Background: an optimization exercise with open tools, aiming at small area, a short achievable clock period and few clock cycles. Do not read the settings as production practice.
In this exercise RTL edits were held to simulation tests only and were not proved equivalent to the original.
No activity file was given, so power comes from the tool's default toggle rates.

## flow/design.v

```verilog
module vcore (
    input  wire        clk,
    input  wire        rst,
    input  wire        mode_no_site_id,
    input  wire        mode_spad_mon,
    input  wire        mode_bs_relaxed,
    input  wire        cfg_valid,
    input  wire [11:0] cfg_def,
    output reg  [2:0]  cfg_err,
    output reg  [2:0]  nmod,
    output reg  [7:0]  frame_words,
    input  wire        in_valid,
    output wire        in_ready,
    input  wire [31:0] in_data,
    output reg         res_valid,
    output reg  [1:0]  res_mod,
    output reg         res_ok,
    output reg         res_es,
    output reg  [5:0]  res_ec,
    output reg  [6:0]  res_spad_chg,
    output reg         res_bs_ran,
    output reg         res_bs_disc,
    output reg  [1:0]  res_aux_chg,
    output reg  [31:0] res_seq
);
    localparam NMOD  = 4;
    localparam MAGIC = 32'hE5E5E5E5;
    reg [2:0] d_site   [0:NMOD-1];
    reg [2:0] d_n      [0:NMOD-1];    
    reg       d_s      [0:NMOD-1];
    reg       d_p      [0:NMOD-1];
    reg       d_sfirst [0:NMOD-1];
    reg [1:0] d_var    [0:NMOD-1];    
    reg       d_spm    [0:NMOD-1];
    reg [5:0] d_len    [0:NMOD-1];
    wire [2:0] cd_site = cfg_def[2:0];
    wire [2:0] cd_n    = {2'b00, cfg_def[3]} + {2'b00, cfg_def[4]} +
                         {2'b00, cfg_def[5]} + {2'b00, cfg_def[6]};
    wire       cd_s    = cfg_def[7];
    wire       cd_p    = cfg_def[8];
    wire       cd_sf   = cfg_def[9];
    wire       cd_l    = cfg_def[10];
    wire       cd_m    = cfg_def[11];
    wire [5:0] cd_len  = {cd_n, 3'b000} + (cd_s ? 6'd8 : 6'd0) + (cd_p ? 6'd1 : 6'd0);
    reg [2:0] cd_err;
    always @* begin
        if (nmod == NMOD)                cd_err = 3'd1;
        else if (cd_site == 3'd7)        cd_err = 3'd2;
        else if (cd_l && cd_m)           cd_err = 3'd3;
        else if (cd_len == 6'd0)         cd_err = 3'd4;
        else if ((cd_l || cd_m) && cd_n != 3'd4) cd_err = 3'd5;
        else                             cd_err = 3'd0;
    end
    integer k;
    always @(posedge clk) begin
        if (rst) begin
            nmod        <= 3'd0;
            frame_words <= 8'd0;
            cfg_err     <= 3'd0;
            for (k = 0; k < NMOD; k = k + 1) begin
                d_site[k] <= 3'd0; d_n[k] <= 3'd0; d_s[k] <= 1'b0; d_p[k] <= 1'b0;
                d_sfirst[k] <= 1'b0; d_var[k] <= 2'd0; d_spm[k] <= 1'b0; d_len[k] <= 6'd0;
            end
        end else if (cfg_valid) begin
            cfg_err <= cd_err;
            if (cd_err == 3'd0) begin
                d_site[nmod[1:0]]   <= cd_site;
                d_n[nmod[1:0]]      <= cd_n;
                d_s[nmod[1:0]]      <= cd_s;
                d_p[nmod[1:0]]      <= cd_p;
                d_sfirst[nmod[1:0]] <= cd_sf;
                d_var[nmod[1:0]]    <= cd_l ? 2'd1 : (cd_m ? 2'd2 : 2'd0);
                d_spm[nmod[1:0]]    <= mode_spad_mon;
                d_len[nmod[1:0]]    <= cd_len;
                nmod                <= nmod + 3'd1;
                frame_words         <= frame_words + {2'b00, cd_len};
            end
        end
    end
    reg [31:0] last_cnt [0:NMOD-1];
    reg [31:0] spad     [0:NMOD*7-1];
    reg        bs_prim  [0:NMOD-1];
    reg [31:0] bs_seq   [0:NMOD-1];
    reg [31:0] bs_aux0  [0:NMOD-1];
    reg [31:0] bs_aux1  [0:NMOD-1];
    reg [1:0]  cur_m;
    reg [5:0]  cur_i;
    reg        cand;           
    reg        es_skip;        
    reg [5:0]  ec_acc;
    reg [6:0]  chg_acc;
    reg [31:0] pl5, pl6, pl7;  
    reg        rp_active;
    reg [1:0]  rp_idx;
    reg [31:0] rp_hold;
    assign in_ready = (nmod != 3'd0) && !rp_active;
    wire       acc     = in_valid && in_ready;
    wire [5:0] cur_len = d_len[cur_m];
    wire       cur_last = (cur_i == cur_len - 6'd1);
    reg        p_en;       
    reg [5:0]  p_i;
    reg [31:0] p_v;
    reg        p_last;     
    reg        p_adv;      
    reg        es_emit;    
    reg        set_cand, set_es, start_rp;
    always @* begin
        p_en = 1'b0; p_i = cur_i; p_v = in_data; p_last = 1'b0; p_adv = 1'b0;
        es_emit = 1'b0; set_cand = 1'b0; set_es = 1'b0; start_rp = 1'b0;
        if (rp_active) begin
            p_en = 1'b1;
            if ({4'd0, rp_idx} != cur_i) begin
                p_i = {4'd0, rp_idx};
                p_v = MAGIC;
            end else begin
                p_i    = cur_i;
                p_v    = rp_hold;
                p_last = cur_last;
                p_adv  = 1'b1;
            end
        end else if (acc) begin
            p_adv = 1'b1;
            if (es_skip) begin
                es_emit = cur_last;
            end else if (cur_len >= 6'd4 && cur_i <= 6'd3 && (cur_i == 6'd0 || cand)) begin
                if (in_data == MAGIC) begin
                    if (cur_i == 6'd3) begin
                        set_es  = 1'b1;
                        es_emit = cur_last;
                    end else begin
                        set_cand = 1'b1;
                    end
                end else if (cur_i == 6'd0) begin
                    p_en   = 1'b1;
                    p_last = cur_last;
                end else begin
                    start_rp = 1'b1;
                    p_adv    = 1'b0;
                end
            end else begin
                p_en   = 1'b1;
                p_last = cur_last;
            end
        end
    end
    localparam T_NONE = 2'd0, T_ID = 2'd1, T_SC = 2'd2, T_SP = 2'd3;
    wire [2:0] m_site = d_site[cur_m];
    wire [2:0] m_n    = d_n[cur_m];
    wire       m_s    = d_s[cur_m];
    wire       m_p    = d_p[cur_m];
    wire       m_sf   = d_sfirst[cur_m];
    wire [1:0] m_var  = d_var[cur_m];
    wire       m_spm  = d_spm[cur_m];
    reg [1:0] t_kind;
    reg [7:0] t_id;
    reg [2:0] t_slot;
    reg [5:0] n4, n8, rel, jj;
    reg [2:0] kk, ww, gg;
    always @* begin
        t_kind = T_NONE; t_id = 8'd0; t_slot = 3'd0;
        n4 = {1'b0, m_n, 2'b00};
        n8 = {m_n, 3'b000};
        rel = 6'd0; jj = 6'd0; kk = 3'd0; ww = 3'd0; gg = 3'd0;
        if (p_i < n8) begin
            t_kind = T_ID;
            if (p_i < n4) begin
                kk = p_i[4:2];
                ww = {1'b0, p_i[1:0]};
            end else begin
                rel = p_i - n4;
                gg  = rel[4:2];
                kk  = m_n - 3'd1 - gg;
                ww  = {1'b1, p_i[1:0]};
            end
            t_id = {m_site, kk[1:0], ww};
        end else begin
            jj = p_i - n8;
            if (m_s && (!m_p || m_sf)) begin
                if (jj == 6'd0) t_kind = T_SC;
                else if (jj <= 6'd7) begin
                    t_kind = m_spm ? T_SP : T_NONE;
                    t_slot = jj[2:0] - 3'd1;
                end
            end else if (m_s) begin
                if (jj == 6'd1) t_kind = T_SC;
                else if (jj >= 6'd2) begin
                    t_kind = m_spm ? T_SP : T_NONE;
                    t_slot = jj[2:0] - 3'd2;
                end
            end
        end
    end
    wire [7:0]  mask    = mode_no_site_id ? 8'h1F : 8'hFF;
    wire [31:0] lc_cur  = last_cnt[cur_m];
    wire [4:0]  sp_idx  = {3'd0, cur_m} * 5'd7 + {2'd0, t_slot};
    wire [31:0] sp_cur  = spad[sp_idx];
    wire id_fail = (t_kind == T_ID) && ((p_v[7:0] & mask) != (t_id & mask));
    wire sc_pass = (p_v == lc_cur + 32'd1);
    wire sc_fail = (t_kind == T_SC) && !sc_pass;
    wire sp_chg  = (t_kind == T_SP) && (p_v != sp_cur);
    wire [5:0] ec_new  = ((p_i == 6'd0) ? 6'd0 : ec_acc) + {5'd0, id_fail | sc_fail};
    wire [6:0] chg_bit = sp_chg ? (7'd1 << t_slot) : 7'd0;
    wire [6:0] chg_new = ((p_i == 6'd0) ? 7'd0 : chg_acc) | chg_bit;
    reg [31:0] pl5_n, pl6_n, pl7_n;
    always @* begin
        pl5_n = pl5; pl6_n = pl6; pl7_n = pl7;
        if (p_i < 6'd32) begin
            pl5_n[p_i[4:0]] = p_v[5];
            pl6_n[p_i[4:0]] = p_v[6];
            pl7_n[p_i[4:0]] = p_v[7];
        end
    end
    function [31:0] rev32(input [31:0] x);
        integer b;
        begin
            for (b = 0; b < 32; b = b + 1) rev32[b] = x[31-b];
        end
    endfunction
    wire        bs_run  = p_en && p_last && (m_var != 2'd0) && (ec_new == 6'd0);
    wire [31:0] seq_d   = (m_var == 2'd1) ? pl5_n : rev32(pl5_n);
    wire [31:0] aux0_d  = (m_var == 2'd1) ? pl6_n : rev32(pl6_n);
    wire [31:0] aux1_d  = (m_var == 2'd1) ? pl7_n : rev32(pl7_n);
    wire        bs_disc = bs_prim[cur_m] && !mode_bs_relaxed && (seq_d != bs_seq[cur_m] + 32'd1);
    wire [1:0]  aux_chg = bs_prim[cur_m] ? {aux1_d != bs_aux1[cur_m], aux0_d != bs_aux0[cur_m]} : 2'b00;
    always @(posedge clk) begin
        if (rst) begin
            cur_m <= 2'd0; cur_i <= 6'd0; cand <= 1'b0; es_skip <= 1'b0;
            ec_acc <= 6'd0; chg_acc <= 7'd0; pl5 <= 32'd0; pl6 <= 32'd0; pl7 <= 32'd0;
            rp_active <= 1'b0; rp_idx <= 2'd0; rp_hold <= 32'd0;
            res_valid <= 1'b0; res_mod <= 2'd0; res_ok <= 1'b0; res_es <= 1'b0;
            res_ec <= 6'd0; res_spad_chg <= 7'd0; res_bs_ran <= 1'b0; res_bs_disc <= 1'b0;
            res_aux_chg <= 2'd0; res_seq <= 32'd0;
            for (k = 0; k < NMOD; k = k + 1) begin
                last_cnt[k] <= 32'd0; bs_prim[k] <= 1'b0;
                bs_seq[k] <= 32'd0; bs_aux0[k] <= 32'd0; bs_aux1[k] <= 32'd0;
            end
            for (k = 0; k < NMOD*7; k = k + 1) spad[k] <= 32'd0;
        end else begin
            res_valid <= 1'b0;
            if (set_cand) cand <= 1'b1;
            if (set_es)   es_skip <= 1'b1;
            if (start_rp) begin
                rp_active <= 1'b1;
                rp_idx    <= 2'd0;
                rp_hold   <= in_data;
                cand      <= 1'b0;
            end else if (rp_active) begin
                if ({4'd0, rp_idx} == cur_i) rp_active <= 1'b0;
                else                         rp_idx <= rp_idx + 2'd1;
            end
            if (p_en) begin
                ec_acc  <= ec_new;
                chg_acc <= chg_new;
                pl5 <= pl5_n; pl6 <= pl6_n; pl7 <= pl7_n;
                if (t_kind == T_SC && sc_pass) last_cnt[cur_m] <= p_v;
                if (t_kind == T_SP) spad[sp_idx] <= p_v;
                if (p_last) begin
                    res_valid    <= 1'b1;
                    res_mod      <= cur_m;
                    res_ok       <= (ec_new == 6'd0);
                    res_es       <= 1'b0;
                    res_ec       <= ec_new;
                    res_spad_chg <= chg_new;
                    res_bs_ran   <= bs_run;
                    res_bs_disc  <= bs_run && bs_disc;
                    res_aux_chg  <= bs_run ? aux_chg : 2'b00;
                    res_seq      <= bs_run ? seq_d : 32'd0;
                    if (bs_run) begin
                        bs_prim[cur_m] <= 1'b1;
                        bs_seq[cur_m]  <= seq_d;
                        bs_aux0[cur_m] <= aux0_d;
                        bs_aux1[cur_m] <= aux1_d;
                    end
                end
            end
            if (es_emit) begin
                res_valid    <= 1'b1;
                res_mod      <= cur_m;
                res_ok       <= 1'b1;
                res_es       <= 1'b1;
                res_ec       <= 6'd0;
                res_spad_chg <= 7'd0;
                res_bs_ran   <= 1'b0;
                res_bs_disc  <= 1'b0;
                res_aux_chg  <= 2'b00;
                res_seq      <= 32'd0;
            end
            if (p_adv) begin
                if (cur_last) begin
                    cur_i   <= 6'd0;
                    cur_m   <= (cur_m == nmod[1:0] - 2'd1) ? 2'd0 : cur_m + 2'd1;
                    cand    <= 1'b0;
                    es_skip <= 1'b0;
                end else begin
                    cur_i <= cur_i + 6'd1;
                end
            end
        end
    end
endmodule
```

## flow/run.sh

```bash
#!/bin/bash
# synth_recipe.tcl (not shown) runs the flow's synth.tcl, then flattens the netlist and writes it again
# the make line also repeats each setting of config.mk as NAME=value (left out here)
make -C /OpenROAD-flow-scripts/flow DESIGN_CONFIG=/design/flow/config.mk WORK_HOME=/design/flow/orfs CLKGATE_MAP_FILE= SYNTH_SCRIPT=/design/flow/synth_recipe.tcl finish
```

## flow/config.mk

```make
export PLATFORM = sky130hd
export DESIGN_NAME = vcore
export DESIGN_NICKNAME = vcore
export VERILOG_FILES = /design/flow/design.v
export SDC_FILE = /design/flow/constraint.sdc
export NUM_CORES = 4
export LEC_CHECK = 0
export CAP_MARGIN = 20
export CORE_MARGIN = 2
export CORE_UTILIZATION = 40
export SLEW_MARGIN = 20
```

## flow/constraint.sdc

```tcl
create_clock -name core_clock -period 10.0 [get_ports {clk}]
set_input_delay 2.0000 -clock core_clock [delete_from_list [all_inputs] [get_ports {clk}]]
set_output_delay 2.0000 -clock core_clock [all_outputs]
set_load 0.01 [all_outputs]
```

==> PnR_summary.wiki <==
{| class="wikitable"
! Metric !! Value
|-
| Number of antenna violations at the first check in global routing || 10
|-
| Total power || 16.7 mW
|-
| Pwr Density || 175 nW/µm²
|-
| Via count || 57000
|-
| Setup bufs post-CTS || 0
|-
| Placer congestion estimate || 0.935
|-
| Setup Slack @ Placement || 1.09 ns
|-
| Worst path arrival time || 9.90 ns
|-
| Highest Clock Rate || 0.109 GHz
|-
| Max IR drop VDD || 0.000185 V
|-
| Net count of the mapped netlist || 6690
|-
| Height of the die || 463 µm
|-
| TritonCTS clock tree || done
|-
| Post-detailed-routing wire length || 272000 µm
|-
| Library cell used as clock root buffer || clkbuf_16
|-
| RSZ-0062 raised after global routing || false
|-
| Number of H-tree levels || 4
|-
| Standard cell core area || 210000 µm²
|-
| Effective utilization at floorplan || 40.2%
|-
| Crit path setup slack, layout || 0.799 ns
|-
| Syn Inst Count || 6600
|-
| EDFF count, synth || 1600
|-
| Layout Nets || 6660
|-
| Pin count of the biggest net entering global routing || 98
|-
| WS Path Type || reg -> reg
|-
| Die width || 463 µm
|-
| Async set-or-reset flop fraction in the synthesized netlist || 0%
|-
| Number of register bits inferred by synthesis || 1824
|-
| Maximum single-stage delay on the critical path || 0.80 ns
|-
| Length of the first detailed-routing pass in iterations || 6
|-
| Insertion delay to the later sink of the worst-skew pair || 0.86 ns
|-
| Path class of the lowest-slack min-delay path || reg -> reg
|-
| Buffers added on ports || 119
|-
| Buffer depth of the longest clock path || 3
|-
| Worst EP required || 10.70 ns
|-
| Floorplan row count || 168
|-
| Clock period minus worst slack || 9.20 ns
|-
| Worst-case headroom to the max-slew limit || 24.7%
|-
| Die outline area || 214000 µm²
|-
| CP startpoint kind || register
|-
| Layout cells sized above 1 || 15.9%
|-
| Maximum fanout along the worst path || 24
|-
| Final HPWL DP || 171000 µm
|-
| Worst path cell trace || inv_1 -> a21boi_1 -> inv_1 -> ha_1 -> a2111oi_0 -> nand2_1 -> nand2_1 -> o32ai_1 -> buf_4 -> and2_1 -> fa_1 -> ha_1 -> nor2_1 -> nor2_4 -> buf_4 -> mux4_2 -> xnor2_1 -> o21ai_0 -> nand3_1 -> nor4_1 -> and4_1 -> nor3_1 -> o221a_2
|-
| Detail-routed via count per cell || 5.98
|-
| I/O pin total || 120
|-
| Number of buffers inserted for hold repair after clock tree synthesis || 0
|-
| Most used DFF post-synth || edfxtp_1
|-
| Final worst-path cycle share || 92.0%
|-
| Number of maximum-capacitance violations || 0
|-
| Post-route clock skew || 0.0610 ns
|-
| Number of sinks handled by clock tree synthesis || 1824
|-
| Routed length per instance || 28.5 µm
|-
| Kind of end point of the critical path || register
|-
| Cts bufs inserted || 187
|-
| Static leakage || 32.0 nW
|-
| Yosys warning total || 1
|-
| Average footprint of a synthesized cell || 12.8 µm²
|-
| Setup TNS || 0 ns
|-
| Total DRC errors in the routed layout || 0
|-
| Residual overflow from global routing || 0
|-
| Slew at the pin with the worst max-slew slack || 1.12 ns
|-
| Area delta synth->final || 13.0%
|-
| Outcome || no timing/DRC/antenna violations
|-
| Number of different library cells in the post-synthesis netlist || 97
|-
| Violation count after the first detailed-routing iteration || 7153
|-
| Post-synthesis instance area || 84300 µm²
|-
| Antenna-violating nets left || 0
|-
| Resized Gates After CTS || 0
|-
| Hold Vio Cnt, Final || 0
|-
| Register area share after synthesis || 62.3%
|-
| Via count of the first global-routing pass || 55200
|-
| Cell with the largest stage delay on the worst path || a2111oi_0
|-
| Number of setup violations in the final report || 0
|-
| First-pass GRT wire length || 393000 µm
|-
| Clock-pin slew on the worst setup and hold paths || 0.06 ns
|-
| Final number of max-transition violations || 0
|-
| All-layer global routing usage || 24.9%
|}
-- per-stage QoR --
| step | hold slack [ns] | area, µm² | instances | util [%] |
|---|---|---|---|---|
| after floorplan | 0.425 | 84300 | 6600 | - |
| after global placement | 0.433 | 89100 | 9186 | 42.5 |
| after detailed placement | 0.441 | 89100 | 9186 | 42.5 |
| after CTS | 0.450 | 95200 | 9531 | 45.4 |
| after global routing | 0.465 | 95200 | 9534 | 45.4 |
| final | 0.448 | 95300 | 9538 | 45.5 |
-- routing by layer --
layer | wire length, µm | global-route usage, % | vias to the layer above
li1 | - | - | 24400
met1 | 103000 | 32.1 | 29000
met2 | 129000 | 40.0 | 3018
met3 | 23900 | 4.70 | 603
met4 | 15500 | 13.1 | 4
met5 | 28 | 0 | -
-- cell type report --
cell class                      count  area, µm²
Antenna cell                        7       17.5
Timing Repair Buffer              337       3130
Clock inverter                    106       1150
Clock buffer                      239       4930
Multi-Input combinational cell   4135      29600
Tap cell                         2805       3510
Sequential cell                  1824      52500
Fill cell                       18800     114000
Inverter                           85        319
-- registers in the layout, indices dropped and copies added, names as in the netlist, 128 cells and up, named ones only --
signal / count
spad: 1024
bs_aux0: 128
bs_aux1: 128
bs_seq: 128
last_cnt: 128
-- critical path, delay by kind of cell, from the launching register on --
family / cells / cell delay (ns)
multiplexers: 1 / 0.57
XOR/XNOR: 1 / 0.17
adder cells (fa/ha/maj): 3 / 1.21
AND/OR/NAND/NOR: 9 / 2.94
buffers and inverters: 4 / 1.41
AO/OA/AOI/OAI: 5 / 2.23
flip-flops: 1 / 0.52
-- layout by cell type (no fill, tap or decap), types with 56 or more instances in the layout --
cell type / instances
edfxtp_1: 1600
clkbuf_16: 187
dfxtp_1: 221
xnor2_1: 128
inv_1: 67
buf_4: 193
nor2_1: 1592
nand2_1: 391
clkdlybuf4s50_1: 118
nor4_1: 78
a21oi_1: 152
a211oi_1: 56
o21ai_0: 101
nand3_1: 158
mux2i_1: 60
xor2_1: 77
and2_1: 62
mux4_2: 418
nor3_1: 145
-- cell usage after synthesis, types with 85 or more instances --
| master | instances | area, µm² |
|---|---|---|
| a21oi_1 | 154 | 771 |
| buf_2 | 85 | 425 |
| clkbuf_1 | 407 | 1530 |
| dfxtp_1 | 224 | 4480 |
| edfxtp_1 | 1600 | 48000 |
| mux4_2 | 418 | 9410 |
| nand2_1 | 400 | 1500 |
| nand3_1 | 159 | 796 |
| nor2_1 | 1597 | 5990 |
| nor3_1 | 148 | 741 |
| o21ai_0 | 103 | 515 |
| xnor2_1 | 130 | 1140 |
-- report_power, final --
group | internal, mW | total (mW) | switching, mW
sequential | 8.47 | 8.54 | 0.0641
clock | 3.97 | 7.05 | 3.08
combinational | 0.316 | 1.08 | 0.767
total | 12.8 | 16.7 | 3.91
-- final timing paths --
kind,cells after the start,end,startpoint,slack (ns)
min,2,rp_hold[7],rp_hold[7],0.45
min reg2reg,2,rp_hold[7],rp_hold[7],0.45
max,23,res_spad_chg[2],rp_active,0.80
max reg2reg,23,res_spad_chg[2],rp_active,0.80
-- cell families after synthesis --
logic type	share of synthesized area, %
xor+xnor	2.20
compound gates	5.51
fa+ha+maj	0.653
buf+inv	3.08
mux	12.3
flops	62.3
simple gates	13.9
Testbench counts, summed over its fixed seeds: cycles 58,559.

-- afterwards: timing with drivers on the ports --
The flow's constraints put no driver on any port. The routed layout listed below was extracted and timed again, unchanged, in two steps.
Step 1 sets driving cells, clkbuf_16 on the clock port and buf_2 on the other inputs (assumed; they add their load-dependent delay and slew).
Step 2, shift: input delay + t, output delay - t, t = (earliest + latest rising clock arrival at the registers) / 2. This alone moves slack from input paths to output paths.
a / b / c = no drivers / after step 1 / after step 2; a / b = the first two.
t, ns: 0.927
setup WS [ns]: 0.799 / 0.799 / 0.799
hold slack, ns: 0.448 / 0.448 / 0.448
worst setup path after step 2: register to register
After both steps this run still meets setup and hold. The setup slack of this run moves by 0.000 ns with the drivers and by 0.000 ns with both steps.
